Source: an optimization exercise on an open RTL-to-GDS flow (aim: small area). Production flows keep margins and buffers that such runs may drop. The RTL was checked by simulation tests, not by an equivalence proof against the original design. Power and IR drop assume default switching activity.

## flow/design.v (module list and top-level ports; edited modules follow where they fit)
// module as7343_ctrl: 1225 lines
// module as7343_aoi222: 8 lines
// module as7343_aoi22: 7 lines
module as7343_ctrl (
    input  wire        clk,
    input  wire        rst,           
    input  wire        csr_we,
    input  wire [7:0]  csr_addr,
    input  wire [31:0] csr_wdata,
    output reg  [31:0] csr_rdata,
    input  wire        ms_tick,
    output wire        bus_req,
    output reg         bus_rd,
    output wire [6:0]  bus_addr,
    output reg  [7:0]  bus_reg,
    output wire [5:0]  bus_len,
    output wire [7:0]  bus_wdata,
    input  wire        bus_wnext,
    input  wire        bus_rvalid,
    input  wire [7:0]  bus_rdata,
    input  wire        bus_done,
    input  wire        bus_nack
);
  // ...
==> flow/run.sh <==
#!/bin/bash
# synth_recipe.tcl (not shown) runs the flow's synth.tcl, then flattens the netlist and writes it again
# the make line also repeats each setting of config.mk as NAME=value (left out here)
make -C /OpenROAD-flow-scripts/flow DESIGN_CONFIG=/design/flow/config.mk WORK_HOME=/design/flow/orfs CLKGATE_MAP_FILE= SYNTH_SCRIPT=/design/flow/synth_recipe.tcl finish
==> flow/config.mk <==
export PLATFORM = sky130hd
export DESIGN_NAME = as7343_ctrl
export DESIGN_NICKNAME = as7343_ctrl
export VERILOG_FILES = /design/flow/design.v
export SDC_FILE = /design/flow/constraint.sdc
export NUM_CORES = 4
export LEC_CHECK = 0
export CAP_MARGIN = 20
export CORE_MARGIN = 2
export CORE_UTILIZATION = 60
export CTS_CLUSTER_DIAMETER = 100
export CTS_CLUSTER_SIZE = 20
export SLEW_MARGIN = 20
export SYNTH_HIERARCHICAL = 1
==> flow/constraint.sdc <==
create_clock -name core_clock -period 12.0 [get_ports {clk}]
set_input_delay 2.4000 -clock core_clock [delete_from_list [all_inputs] [get_ports {clk}]]
set_output_delay 2.4000 -clock core_clock [all_outputs]
set_load 0.01 [all_outputs]
==> summary.md, run 1 <==
| Metric | Value |
|---|---|
| Outcome | complete, no violations |
| Synth unique cells | 84 |
| Critical Path Most Common Cell | clkdlybuf4s50_1 |
| FF-to-FF Start | phase[1] |
| Count of buffers added by post-CTS timing repair for setup | 0 |
| Maximum single-stage delay on the critical path | 960 ps |
| Wire length the detailed router placed on met1 | roughly 52 mm |
| Clock tree skew after final layout | between 20 and 30 ps |
| Worst Reg2Reg Path Length in Cells | 14 |
| Initial antenna violation count | 13 |
| Dpl ws | 2440 ps |
| Detailed-router iteration count before antenna repair | 15 |
| Part of the power in registers | 0.620 |
| Worst path setup slack after routing | 2080 ps |
| Synth-to-Final Area Change | 10.8% |
| Max-cap violations | 0 |
| EDFF count, synth | 855 |
| Internal power | 4820 uW |
| Combinational family with the most area after synthesis | compound AO/OA/AOI/OAI gates |
| Number of clock sinks | 968 |
| Sequential share of cell area | 0.623 |
| Drt total wl | around 160 mm |
| Vias per std cell | roughly 7.9 |
| Highest clock frequency the design can meet | between 0.1 and 0.15 GHz |
| Clock buffers and inverters, area share | 0.0348 |
| Chip height | 264 um |
| Simple-gate share of the synthesized area | 0.104 |
| Final setup violating endpoints | 0 |
| Layout cells sized above 1 | 0.0770 |
==> inputs of run 2 (changes only) <==
==> flow/flow/run.sh (new file) <==
#!/bin/bash
# Layout flow: the standard ORFS flow (standard.sh), run stage by stage
# with two changes to how the layout is made:
#  - the port buffers that global placement inserts are buf_1 cells;
#  - clock tree synthesis uses larger sink clusters and no dummy loads.
# Each stage's full output goes to its own log file in the work folder.
set -euo pipefail
cd "$(dirname "$0")/.."

export BUFFER_PORTS_ARGS="-buffer_cell sky130_fd_sc_hd__buf_1"
export CTS_ARGS="-sink_clustering_enable -repair_clock_nets -dont_use_dummy_load -sink_clustering_size 25 -sink_clustering_max_diameter 100 -buf_list sky130_fd_sc_hd__clkbuf_16"

for stage in synth floorplan place cts route finish; do
  bash standard.sh "$stage" > "flow_${stage}.log" 2>&1
done
test -s out/final.def
==> flow/standard.sh (new file) <==
#!/bin/bash
# synth_recipe.tcl (not shown) runs the flow's synth.tcl, then flattens the netlist and writes it again
# the make line also repeats each setting of config.mk as NAME=value (left out here)
make -C /OpenROAD-flow-scripts/flow DESIGN_CONFIG=/design/flow/config.mk WORK_HOME=/design/flow/orfs CLKGATE_MAP_FILE= SYNTH_SCRIPT=/design/flow/synth_recipe.tcl "${@:-finish}"
--- a/flow/config.mk
+++ b/flow/config.mk
@@ -9,6 +9,4 @@
 export CORE_MARGIN = 2
 export CORE_UTILIZATION = 60
-export CTS_CLUSTER_DIAMETER = 100
-export CTS_CLUSTER_SIZE = 20
 export SLEW_MARGIN = 20
 export SYNTH_HIERARCHICAL = 1
removed: flow/run.sh
==> summary.md, run 2 <==
| Metric | Value |
|---|---|
| Initial antenna violation count | 14 (was 13) |
| Library cell with the largest summed area after synthesis | edfxtp_1 (unchanged) |
| Highest clock frequency the design can meet | 0.106 GHz (was 0.101 GHz) |
| Post-CTS Hold Fix Bufs | 0 (unchanged) |
| Net Count, Synth | 2,886 (unchanged) |
| Global-route track usage on met1 | 0.588 (was 0.580) |
| Row cnt | 95 (unchanged) |
| Startpoint kind of the worst setup timing path | primary input (unchanged) |
| Minimum period implied by the final worst setup slack | 9390 ps (was 9920 ps) |
| Grt met2 use | 0.657 (was 0.656) |
| Reported leakage power | 0.0147 uW (was 0.0151 uW) |
| Initial core utilization | 0.604 (unchanged) |
| Total count of max-transition violations in the final report | 0 (unchanged) |
| GRT Residual Overflow | 0 (unchanged) |
| Mean cell area of the mapped netlist | 14.5 um^2 (unchanged) |
| Most common cell after layout, fill and taps aside | edfxtp_1 (unchanged) |
| H-tree depth | 2 (unchanged) |
| Clock latency at the later pin of the worst-skew pair | 660 ps (about the same) |
| Critical path class | primary input to primary output (unchanged) |
| Synth-to-Final Area Change | 8.13% (was 10.8%) |
| Number of flip-flops in the largest register | 288 (unchanged) |
| Yosys Warn Count | 13 (unchanged) |
| Wire length of the first global-routing pass | 216 mm (about the same) |
| Ordered list of cells on the worst path | buf_1 -> nor2_1 -> and2_1 -> xnor2_1 -> nand2_1 -> nor2_4 -> buf_4 -> a222oi_1 -> nand3_1 -> a2111o_1 -> buf_1 (was clkdlybuf4s50_1 -> inv_1 -> ha_1 -> and2_1 -> xnor2_1 -> nand2_1 -> nor2_4 -> buf_4 -> a222oi_1 -> nand3_1 -> a2111o_1 -> clkdlybuf4s50_1) |
| Dpl ws | 3210 ps (was 2440 ps) |
| Max clock buf depth | 3 (unchanged) |
| Library cell used as clock root buffer | clkbuf_16 (unchanged) |
| Largest registers | ch (288), buff (256), sorted (192) (unchanged) |
| Overall track demand over capacity in global routing | 0.440 (was 0.438) |
| Library cell contributing the largest single delay on the critical path | a222oi_1 (unchanged) |
| CTS tree | yes (unchanged) |
| Layout cells sized above 1 | 0.0767 (was 0.0770) |
| Synth unique cells | 84 (unchanged) |
| Register with the highest flop count | ch (unchanged) |
| Number of clock sinks | 968 (unchanged) |
| Top-level port count | 119 (unchanged) |
| Nets | 3,064 (was 3,066) |
| Area occupied by registers | 0.0279 mm^2 (unchanged) |
| Post-cts sizing count | 0 (unchanged) |
| Outcome | complete, no violations (unchanged) |
| Highest-utilization routing layer at the global route stage | met2 (unchanged) |
| Placed Instances | 3,781 (was 3,779) |
| Worst Path Arrival | 6990 ps (was 7520 ps) |
| Syn Inst Count | 2,785 (unchanged) |
| Half-perimeter wire length after placement | 112 mm (about the same) |
| Area share of the largest cell type after synthesis | 0.634 (unchanged) |
| PortBufs | 116 (unchanged) |
| Share of synthesized registers carrying an async set or reset | 0 (unchanged) |
| Placeable core region | 0.0670 mm^2 (unchanged) |
| Total power density per cell area | 138 mW/mm^2 (was 141 mW/mm^2) |
| Layout Cells excl Fill | 3,840 (was 3,883) |
| Largest net degree at the start of global routing | 193 (unchanged) |
| Tightest slew margin relative to the limit | 0.201 (was 0.0598) |
| Setup repair after global routing missed its margin | false (unchanged) |
| Register bit total from synthesis | 968 (unchanged) |
| Number of vias after detailed routing | 30,600 (was 30,700) |
| Clock tree skew after final layout | 80.1 ps (was 25.5 ps) |
| Largest cells by area after synthesis | edfxtp_1 63%, a222oi_1 9.3%, dfxtp_1 5.6%, nor2_1 2.1%, nand4_1 1.6% (unchanged) |
| Fin Hold WS | 409 ps (was 442 ps) |
| Critical path capture point type | primary output (unchanged) |
| Drt total wl | 156 mm (was 155 mm) |
| Sum Neg Setup Slack | 0 ps (unchanged) |
| Met3 Use GR | 0.126 (was 0.125) |
| Vias per std cell | 7.98 (was 7.92) |
| Share of the clock period used by the worst path | 0.783 (was 0.826) |
| Final setup violating endpoints | 0 (unchanged) |
| Critical Path Most Common Cell | buf_1 (was clkdlybuf4s50_1) |
| Top library cells by usage in the layout, fill and taps aside | 855 x edfxtp_1, 376 x a222oi_1, 201 x nor2_1 (unchanged) |
| Post-synthesis cell area | 0.0405 mm^2 (unchanged) |
| Leading cell types by count after synthesis | 855 x edfxtp_1, 376 x a222oi_1, 229 x nor2_1 (unchanged) |
| Maximum single-stage delay on the critical path | 1040 ps (was 960 ps) |
| Required time worst endpoint | 9600 ps (about the same) |
| Die Footprint | 0.0696 mm^2 (unchanged) |
| Highest net fanout along the worst path | 32 (was 21) |
| Detailed-router iteration count before antenna repair | 14 (was 15) |
| TritonCTS Buffers | 46 (was 54) |
| EDFF count, synth | 855 (unchanged) |
| Post-detailed-route wirelength per cell | 40.6 um (was 40.0 um) |
| Vias in the first global route | 28,200 (was 28,600) |
| Actual transition at the worst max-transition pin | 1200 ps (was 1410 ps) |
| Leading cell type by number of instances after synthesis | edfxtp_1 (unchanged) |
| Initial DRC Count | 7,961 (was 7,699) |
| Maximum vdd ir drop | 0.142 mV (was 0.163 mV) |
| Fillcell total | 4,676 (was 4,577) |
| Chip height | 264 um (unchanged) |
| Area of the multi-input gates | 0.0122 mm^2 (about the same) |
| Top_reg_cell synth | edfxtp_1 (unchanged) |
| Max-cap violations | 0 (unchanged) |
| Residual DRC | 0 (unchanged) |
| ANT nets after route | 0 (unchanged) |
| Sequential share of the synthesized area | 0.690 (unchanged) |
| Weighted congestion at the end of routability-driven global placement | 1.05 (was 1.07) |
| Clock transition at the register clock pins on the worst setup and hold paths after CTS | 100 ps (was 90 ps) |
| Worst path setup slack after routing | 2610 ps (was 2080 ps) |
| Final Hold Fails | 0 (unchanged) |
| Die boundary width | 264 um (unchanged) |
| Count of buffers added by post-CTS timing repair for setup | 0 (unchanged) |
| Class of the tightest hold or removal check | flip-flop to flip-flop (unchanged) |
run 2: cell counts after synthesis:
No cell type changed its count.
run 2: per-module statistics from Yosys (local to each module, per instance):
module	cells inside	cell area, um^2	flip-flops and latches	copies in the design
as7343_aoi22	1	12.5	0	12
as7343_ctrl	2397	36600	968	1
as7343_aoi222	1	10.0	0	376
run 2: stage by stage:
step                       util  area (um^2)  total power [uW]
after global routing      0.653        43800              6130
final                     0.653        43800              6040
after floorplan               -        40500              4140
after detailed placement  0.634        42500              4390
after global placement    0.634        42500              4380
after CTS                 0.651        43700              5990
run 2: kinds of logic after synthesis:
| logic type | after synthesis | share of synthesized area |
|---|---|---|
| DFF | 968 | 0.690 |
| and+or+nand+nor | 824 | 0.104 |
| AOI/OAI and AO/OA | 674 | 0.146 |
| buffers and inverters | 130 | 0.0128 |
| xor gates and xnor gates | 117 | 0.0260 |
| adders and majority gates | 45 | 0.0143 |
| muxes | 26 | 0.00652 |
| other | 1 | 0.0000926 |
run 2: per-layer routing:
layer	share of wire	vias to the layer above
met4	0.070	20
li1	-	12100
met5	0.00088	-
met3	0.16	547
met2	0.43	3045
met1	0.34	15000
run 2: layout make-up:
cell class / count / share of cell area
sequential: 968 / 0.638
multi-input combinational: 1687 / 0.280
clock buffer: 46 / 0.0263
timing repair buffer: 206 / 0.0260
tap: 873 / 0.0250
inverter: 54 / 0.00463
antenna: 6 / 0.000343
run 2: power by group:
group / internal [uW] / leakage [uW] / total, uW / switching (uW)
clock: 687 / 0.000567 / 1690 / 1000
combinational: 105 / 0.00477 / 410 / 306
sequential: 3800 / 0.00934 / 3930 / 130
total: 4600 / 0.0147 / 6040 / 1440
run 2: worst paths after layout:
check                   endpoint         from  depth (start not counted)  slack [ps]
setup / recovery   csr_rdata[16]  csr_addr[4]                         11        2610
hold / removal    sorted[11][13]    ch[3][13]                          0         410
setup reg to reg       snoop_bit     phase[1]                         13        6210
hold reg to reg   sorted[11][13]    ch[3][13]                          0         410
run 2: worst max-delay path: cells and delay by family:
family,cells,cell delay (ps)
xor+xnor,1,180
compound gates,2,1610
buf+inv,3,990
simple gates,5,1740

-- re-timing with driven ports --
How much do the figures lean on ideal ports? The routed layouts below were timed once more, with nothing changed but the port constraints.
Step 1 (the two cells are an assumption about what drives the block):
set clk [get_ports {clk}]
set_driving_cell -lib_cell sky130_fd_sc_hd__clkbuf_16 $clk
set_driving_cell -lib_cell sky130_fd_sc_hd__buf_2 [delete_from_list [all_inputs] $clk]
Step 2 times the ports against the registers' clock, not the clock port: input delays grow and output delays shrink by t, the midpoint of the rising clock arrivals with the driver on.
a / b / c = ideal ports / drivers / drivers and shift; a / b = the first two.
run	t, ns	setup slack, ns	hold WS [ns]	clock arrival spread, ns
run 1	0.719	2.083 / 2.055 / 2.055	0.442 / 0.442 / 0.442	0.028 / 0.028
run 2	0.682	2.609 / 2.578 / 2.578	0.409 / 0.409 / 0.409	0.080 / 0.081
After both steps setup and hold are still met in every run listed. For run 2, which loses most, drivers alone change the setup slack by -0.031 ns; drivers and shift together by -0.031 ns.
